From an optimization exercise on the open Yosys and OpenROAD flow, aimed at small area; shortcuts taken in it are not production practice.
Only simulation tests tie the RTL to the original design; equivalence was not proved.
No activity file was given, so power comes from the tool's default toggle rates.

==> inputs of sierra <==
==> flow/design.v (excerpt) <==
module wavegen (
    input  wire        clk,
    input  wire        rst,             
    input  wire [7:0]  cmd,
    input  wire        cmd_valid,
    output wire        cmd_ready,
    output wire        pin,
    output wire        running,
    output wire [31:0] freq_out,
    output wire [31:0] inc_out,
    output wire [7:0]  duty_high_out,
    output wire [7:0]  duty_low_out
);
    localparam [13:0] TICK_BASE = 14'd12500;    
    localparam [13:0] K_MAX     = 14'd10000;    
    localparam [13:0] K_RESET   = 14'd20;       
    localparam [3:0]  N_RESET   = 4'd5;         
    reg [13:0] k;            
    reg        inc_sel;      
    reg [3:0]  n;            
    reg        run;          
    reg [13:0] kp;           
    reg [13:0] kc;           
    reg [13:0] acc;          
    reg [3:0]  pat;          
    reg [3:0]  f0, f1, f2, f3;   
    reg [3:0]  cur;          
    reg [3:0]  rem;          
    wire [3:0] op   = cmd[7:4];
    wire       sel  = cmd[0];
    wire       zero = (cmd[3:1] == 3'b000);
    wire       acc_ok = cmd_valid && cmd_ready && zero;
    wire c_start = acc_ok && op == 4'h1 && !sel;
    wire c_inc   = acc_ok && op == 4'h2;
    wire c_dec   = acc_ok && op == 4'h3;
    wire c_sel   = acc_ok && op == 4'h4;
    wire c_step  = acc_ok && op == 4'h5 && !sel;
    wire c_sync  = acc_ok && op == 4'h6 && !sel;
    wire c_stop  = acc_ok && op == 4'h7 && !sel;
    wire [13:0] by = sel ? 14'd10 : 14'd1;
    wire [13:0] k_sum = k + (c_dec ? (sel ? 14'h3ff6 : 14'h3fff) : by);
    wire k_hi = sel ? (k > 14'd9990) : (k == K_MAX);
    wire k_lo = sel ? (k <= 14'd10) : (k == 14'd1);
    always @(posedge clk) begin
        if (rst) begin
            k       <= K_RESET;
            inc_sel <= 1'b1;
            n       <= N_RESET;
            run     <= 1'b0;
        end else begin
            if (c_inc)
  ...
==> module wavegen, before the edit <==
module wavegen (
    input  wire        clk,
    input  wire        rst,             
    input  wire [7:0]  cmd,
    input  wire        cmd_valid,
    output wire        cmd_ready,
    output wire        pin,
    output wire        running,
    output wire [31:0] freq_out,
    output wire [31:0] inc_out,
    output wire [7:0]  duty_high_out,
    output wire [7:0]  duty_low_out
);
    localparam [13:0] TICK_BASE = 14'd12500;    
    localparam [13:0] K_MAX     = 14'd10000;    
    localparam [13:0] K_RESET   = 14'd20;       
    localparam [3:0]  N_RESET   = 4'd5;         
    reg [13:0] k;            
    reg        inc_sel;      
    reg [3:0]  n;            
    reg        run;          
    reg [13:0] kp;           
    reg [13:0] kc;           
    reg [13:0] acc;          
    reg [3:0]  pat;          
    reg [3:0]  f0, f1, f2, f3;   
    reg [3:0]  cur;          
    reg [3:0]  rem;          
    wire [3:0] op   = cmd[7:4];
    wire       sel  = cmd[0];
    wire       zero = (cmd[3:1] == 3'b000);
    wire       acc_ok = cmd_valid && cmd_ready && zero;
    wire c_start = acc_ok && op == 4'h1 && !sel;
    wire c_inc   = acc_ok && op == 4'h2;
    wire c_dec   = acc_ok && op == 4'h3;
    wire c_sel   = acc_ok && op == 4'h4;
    wire c_step  = acc_ok && op == 4'h5 && !sel;
    wire c_sync  = acc_ok && op == 4'h6 && !sel;
    wire c_stop  = acc_ok && op == 4'h7 && !sel;
    wire [13:0] by = sel ? 14'd10 : 14'd1;
    wire [13:0] k_sum = k + (c_dec ? (sel ? 14'h3ff6 : 14'h3fff) : by);
    wire k_hi = sel ? (k > 14'd9990) : (k == K_MAX);
    wire k_lo = sel ? (k <= 14'd10) : (k == 14'd1);
    always @(posedge clk) begin
        if (rst) begin
            k       <= K_RESET;
            inc_sel <= 1'b1;
            n       <= N_RESET;
            run     <= 1'b0;
        end else begin
            if (c_inc)
                k <= k_hi ? K_MAX : k_sum;
            if (c_dec)
                k <= k_lo ? 14'd1 : k_sum;
            if (c_sel)
                inc_sel <= sel;
            if (c_step)
                n <= (n == 4'd9) ? 4'd1 : n + 4'd1;
            if (c_start)
                run <= 1'b1;
            if (c_stop)
                run <= 1'b0;
        end
    end
    wire do_start = c_start && !run;
    wire do_sync  = c_sync && run;
    wire [14:0] acc_sub = {1'b0, acc} - {1'b0, kc};
    wire        tick    = acc_sub[14];           
    wire        pull    = tick && (rem == 4'd0);
    reg  [3:0] hold;          
    wire [3:0] pat_next = (do_start || do_sync) ? n : pat;
    wire [13:0] kp_next = (do_start || do_sync) ? k : kp;
    always @(posedge clk) begin
        kp  <= kp_next;
        pat <= pat_next;
        hold <= {do_start, hold[3:1] | {3{do_start}}};
    end
    always @(posedge clk) begin
        if (do_start) begin
            f0 <= n;
            f1 <= n;
            f2 <= n;
            f3 <= n;
        end else if (pull) begin
            f0 <= f1;
            f1 <= f2;
            f2 <= f3;
            f3 <= pat;
        end
    end
    always @(posedge clk) begin
        if (do_start || tick) begin
            acc <= TICK_BASE;
            kc  <= kp_next;
        end else begin
            acc <= acc_sub[13:0];
        end
    end
    always @(posedge clk) begin
        if (rst) begin
            cur <= 4'd0;
        end else if (do_start) begin
            rem <= 4'd0;
            cur <= n;
        end else if (run && tick) begin
            if (rem == 4'd0) begin
                cur <= f0;
                rem <= 4'd9;
            end else begin
                rem <= rem - 4'd1;
            end
        end
    end
    wire [15:0] k3   = {2'b0, k} + {1'b0, k, 1'b0};
    wire [23:0] f_hz = {k, 10'd0} - {5'd0, k3, 3'd0};
    assign pin           = (cur != 4'd0) && (rem < cur);
    assign cmd_ready     = !hold[0] && !(run && tick);
    assign running       = run;
    assign freq_out      = {8'd0, f_hz};
    assign inc_out       = inc_sel ? 32'd10_000 : 32'd1_000;
    assign duty_high_out = {n, 3'b0} + {3'b0, n, 1'b0};
    assign duty_low_out  = 8'd100 - duty_high_out;
endmodule
==> flow/config.mk <==
export PLATFORM = sky130hd
export DESIGN_NAME = wavegen
export DESIGN_NICKNAME = wavegen
export VERILOG_FILES = /design/flow/design.v
export SDC_FILE = /design/flow/constraint.sdc
export NUM_CORES = 4
export LEC_CHECK = 0
export CAP_MARGIN = 20
export CORE_MARGIN = 2
export CORE_UTILIZATION = 70
export SLEW_MARGIN = 20
==> flow/constraint.sdc <==
create_clock -name core_clock -period 8.0 [get_ports {clk}]
set_input_delay 1.6000 -clock core_clock [delete_from_list [all_inputs] [get_ports {clk}]]
set_output_delay 1.6000 -clock core_clock [all_outputs]
set_load 0.01 [all_outputs]
standard.sh (not shown) runs the stock make flow with config.mk's settings and CLKGATE_MAP_FILE= SYNTH_SCRIPT=/design/flow/synth_recipe.tcl, a recipe that flattens the netlist after the stock synthesis.
==> flow/flow/run.sh <==
#!/bin/bash
# Layout flow: the standard flow, with these changes in how the layout is
# made (the design, clock and constraints are the standard flow's own):
#  * synthesis maps the combinational logic with an area-oriented ABC script
#    (flow/abc_area.script) and without ORFS's separate half/full-adder
#    mapping; registers are mapped exactly as in the standard synthesis;
#  * port buffers are the smallest buffer cell;
#  * constant outputs share one tie cell per value (no tie fanout repair);
#  * the clock tree uses clkbuf_8 buffers and no dummy loads.
# Each step's full output goes to a log file of its own in this folder.
set -euo pipefail
cd "$(dirname "$0")/.."
WORK=$PWD
rm -rf "$WORK/flow_scripts"
cp -r "$FLOW_HOME/scripts" "$WORK/flow_scripts"
cp "$WORK/flow/abc_area.script" "$WORK/flow_scripts/abc_speed.script"
KNOBS=(SCRIPTS_DIR="$WORK/flow_scripts" ADDER_MAP_FILE=)
bash standard.sh synth "${KNOBS[@]}" > "$WORK/flow_synth.log" 2>&1
bash standard.sh finish "${KNOBS[@]}" \
  SKIP_REPAIR_TIE_FANOUT=1 \
  BUFFER_PORTS_ARGS="-buffer_cell sky130_fd_sc_hd__buf_1" \
  CTS_ARGS="-sink_clustering_enable -repair_clock_nets -dont_use_dummy_load -buf_list {sky130_fd_sc_hd__clkbuf_8}" \
  > "$WORK/flow_finish.log" 2>&1
==> flow/flow/abc_area.script <==
strash
&get -n
&deepsyn -T 20
&put
dch -f
amap
topo
==> xenon: changes against sierra <==
--- a/flow/design.v
+++ b/flow/design.v
@@ -40,6 +40,10 @@
     wire [13:0] by = sel ? 14'd10 : 14'd1;
     wire [13:0] k_sum = k + (c_dec ? (sel ? 14'h3ff6 : 14'h3fff) : by);
-    wire k_hi = sel ? (k > 14'd9990) : (k == K_MAX);
-    wire k_lo = sel ? (k <= 14'd10) : (k == 14'd1);
+    wire k_top  = k[13] & k[10] & k[9] & k[8];             
+    wire k_hi   = sel ? (k_top & (k[4] | k[3] | (k[2] & k[1] & k[0])))    
+                      : (k_top & k[4]);                                   
+    wire k_low4 = ~|k[13:4];                               
+    wire k_lo   = sel ? (k_low4 & (~k[3] | (~k[2] & ~(k[1] & k[0]))))    
+                      : ~|k[13:1];                                        
     always @(posedge clk) begin
         if (rst) begin
@@ -56,5 +60,7 @@
                 inc_sel <= sel;
             if (c_step)
-                n <= (n == 4'd9) ? 4'd1 : n + 4'd1;
+                n <= (n == 4'd1) ? 4'd2 : (n == 4'd2) ? 4'd3 : (n == 4'd3) ? 4'd4 :
+                     (n == 4'd4) ? 4'd5 : (n == 4'd5) ? 4'd6 : (n == 4'd6) ? 4'd7 :
+                     (n == 4'd7) ? 4'd8 : (n == 4'd8) ? 4'd9 : 4'd1;
             if (c_start)
                 run <= 1'b1;
@@ -119,5 +125,11 @@
     assign freq_out      = {8'd0, f_hz};
     assign inc_out       = inc_sel ? 32'd10_000 : 32'd1_000;
-    assign duty_high_out = {n, 3'b0} + {3'b0, n, 1'b0};
-    assign duty_low_out  = 8'd100 - duty_high_out;
+    assign duty_high_out = (n == 4'd1) ? 8'd10 : (n == 4'd2) ? 8'd20 :
+                           (n == 4'd3) ? 8'd30 : (n == 4'd4) ? 8'd40 :
+                           (n == 4'd5) ? 8'd50 : (n == 4'd6) ? 8'd60 :
+                           (n == 4'd7) ? 8'd70 : (n == 4'd8) ? 8'd80 : 8'd90;
+    assign duty_low_out  = (n == 4'd1) ? 8'd90 : (n == 4'd2) ? 8'd80 :
+                           (n == 4'd3) ? 8'd70 : (n == 4'd4) ? 8'd60 :
+                           (n == 4'd5) ? 8'd50 : (n == 4'd6) ? 8'd40 :
+                           (n == 4'd7) ? 8'd30 : (n == 4'd8) ? 8'd20 : 8'd10;
 endmodule
==> nickel: changes against sierra <==
--- a/flow/design.v
+++ b/flow/design.v
@@ -68,4 +68,5 @@
     wire        tick    = acc_sub[14];           
     wire        pull    = tick && (rem == 4'd0);
+    reg  [1:0] rp;
     reg  [3:0] hold;          
     wire [3:0] pat_next = (do_start || do_sync) ? n : pat;
@@ -77,16 +78,14 @@
     end
     always @(posedge clk) begin
-        if (do_start) begin
-            f0 <= n;
-            f1 <= n;
-            f2 <= n;
-            f3 <= n;
-        end else if (pull) begin
-            f0 <= f1;
-            f1 <= f2;
-            f2 <= f3;
-            f3 <= pat;
-        end
+        if (do_start || (pull && rp == 2'd0)) f0 <= pat_next;
+        if (do_start || (pull && rp == 2'd1)) f1 <= pat_next;
+        if (do_start || (pull && rp == 2'd2)) f2 <= pat_next;
+        if (do_start || (pull && rp == 2'd3)) f3 <= pat_next;
+        if (do_start)
+            rp <= 2'd0;
+        else if (pull)
+            rp <= rp + 2'd1;
     end
+    wire [3:0] head = (rp == 2'd0) ? f0 : (rp == 2'd1) ? f1 : (rp == 2'd2) ? f2 : f3;
     always @(posedge clk) begin
         if (do_start || tick) begin
@@ -105,5 +104,5 @@
         end else if (run && tick) begin
             if (rem == 4'd0) begin
-                cur <= f0;
+                cur <= head;
                 rem <= 4'd9;
             end else begin
==> summary of the runs <==
- Clock power is about the same in sierra and nickel.
- In xenon the utilization is lower than in sierra, by 0.44 points.
- The lowest fmax belongs to xenon, the highest to sierra.
- Between xenon and nickel, the lower setup slack is in xenon (gap 0.26 ns).
- In xenon the non-clock buffer count is higher than in nickel, by 1.
- Against nickel, the hold slack of sierra is higher by 0.015 ns.
- In xenon the register-to-register slack is lower than in sierra, by 0.39 ns.
- Total power: nickel > sierra > xenon.
- Against sierra, the sequential share of layout area of nickel is lower by 0.63 points.
==> figures <==
item	sierra	nickel	xenon
Run status	complete, no violations	complete, no violations	complete, no violations
Reg2Reg Depth	34	34	42
Final-layout non-clock buffer area share	4.57%	4.35%	4.77%
Fin worst setup slack	1.05 ns	0.943 ns	0.688 ns
Count of sequential standard cells	94	96	94
Comb power	370 uW	400 uW	200 uW
Sequential power	669 uW	691 uW	575 uW
Sequential share of the synthesized area	46.1%	45.4%	46.6%
Number of well-tap cells placed	96	96	80
Mapped Nets	634	643	618
Effective utilization at floorplan	72.2%	72.9%	71.8%
Total of fill cells in the finished design	541	550	546
Internal Power	851 uW	876 uW	729 uW
Die ar.	7690 sq um	7810 sq um	7610 sq um
Met1 Routed Length	4670 microns	4710 microns	4770 microns
Final period utilization	86.9%	88.2%	91.4%
Total half-perimeter wirelength after legalization and detailed placement	7450 microns	7950 microns	7190 microns
Detailed-routed wire length on met2	4500 microns	4750 microns	4240 microns
All-layer global routing usage	27.0%	28.5%	26.6%

==> static timing again, ports no longer ideal <==
The results above use ideal ports. As a check the final layouts listed here were re-extracted and re-timed, cells and wires unchanged.
Step 1: set_driving_cell puts a clkbuf_16 on clk and a buf_2 on each other input, an assumption about the parent block.
Step 2 also shifts input and output timing later by t, the mid clock arrival at the registers, as if the neighbouring blocks saw the same clock.
Slacks: ideal / step 1 / step 2; pairs: ideal / step 1.
run | shift t [ns] | slack for setup (ns) | worst slew at a driven data input, ns
sierra | 0.366 | 1.048 / 1.025 / 1.391 | 0.04
xenon | 0.379 | 0.688 / 0.657 / 1.036 | 0.04
nickel | 0.381 | 0.943 / 0.912 / 1.293 | 0.03
After both steps every run listed still meets setup and hold.
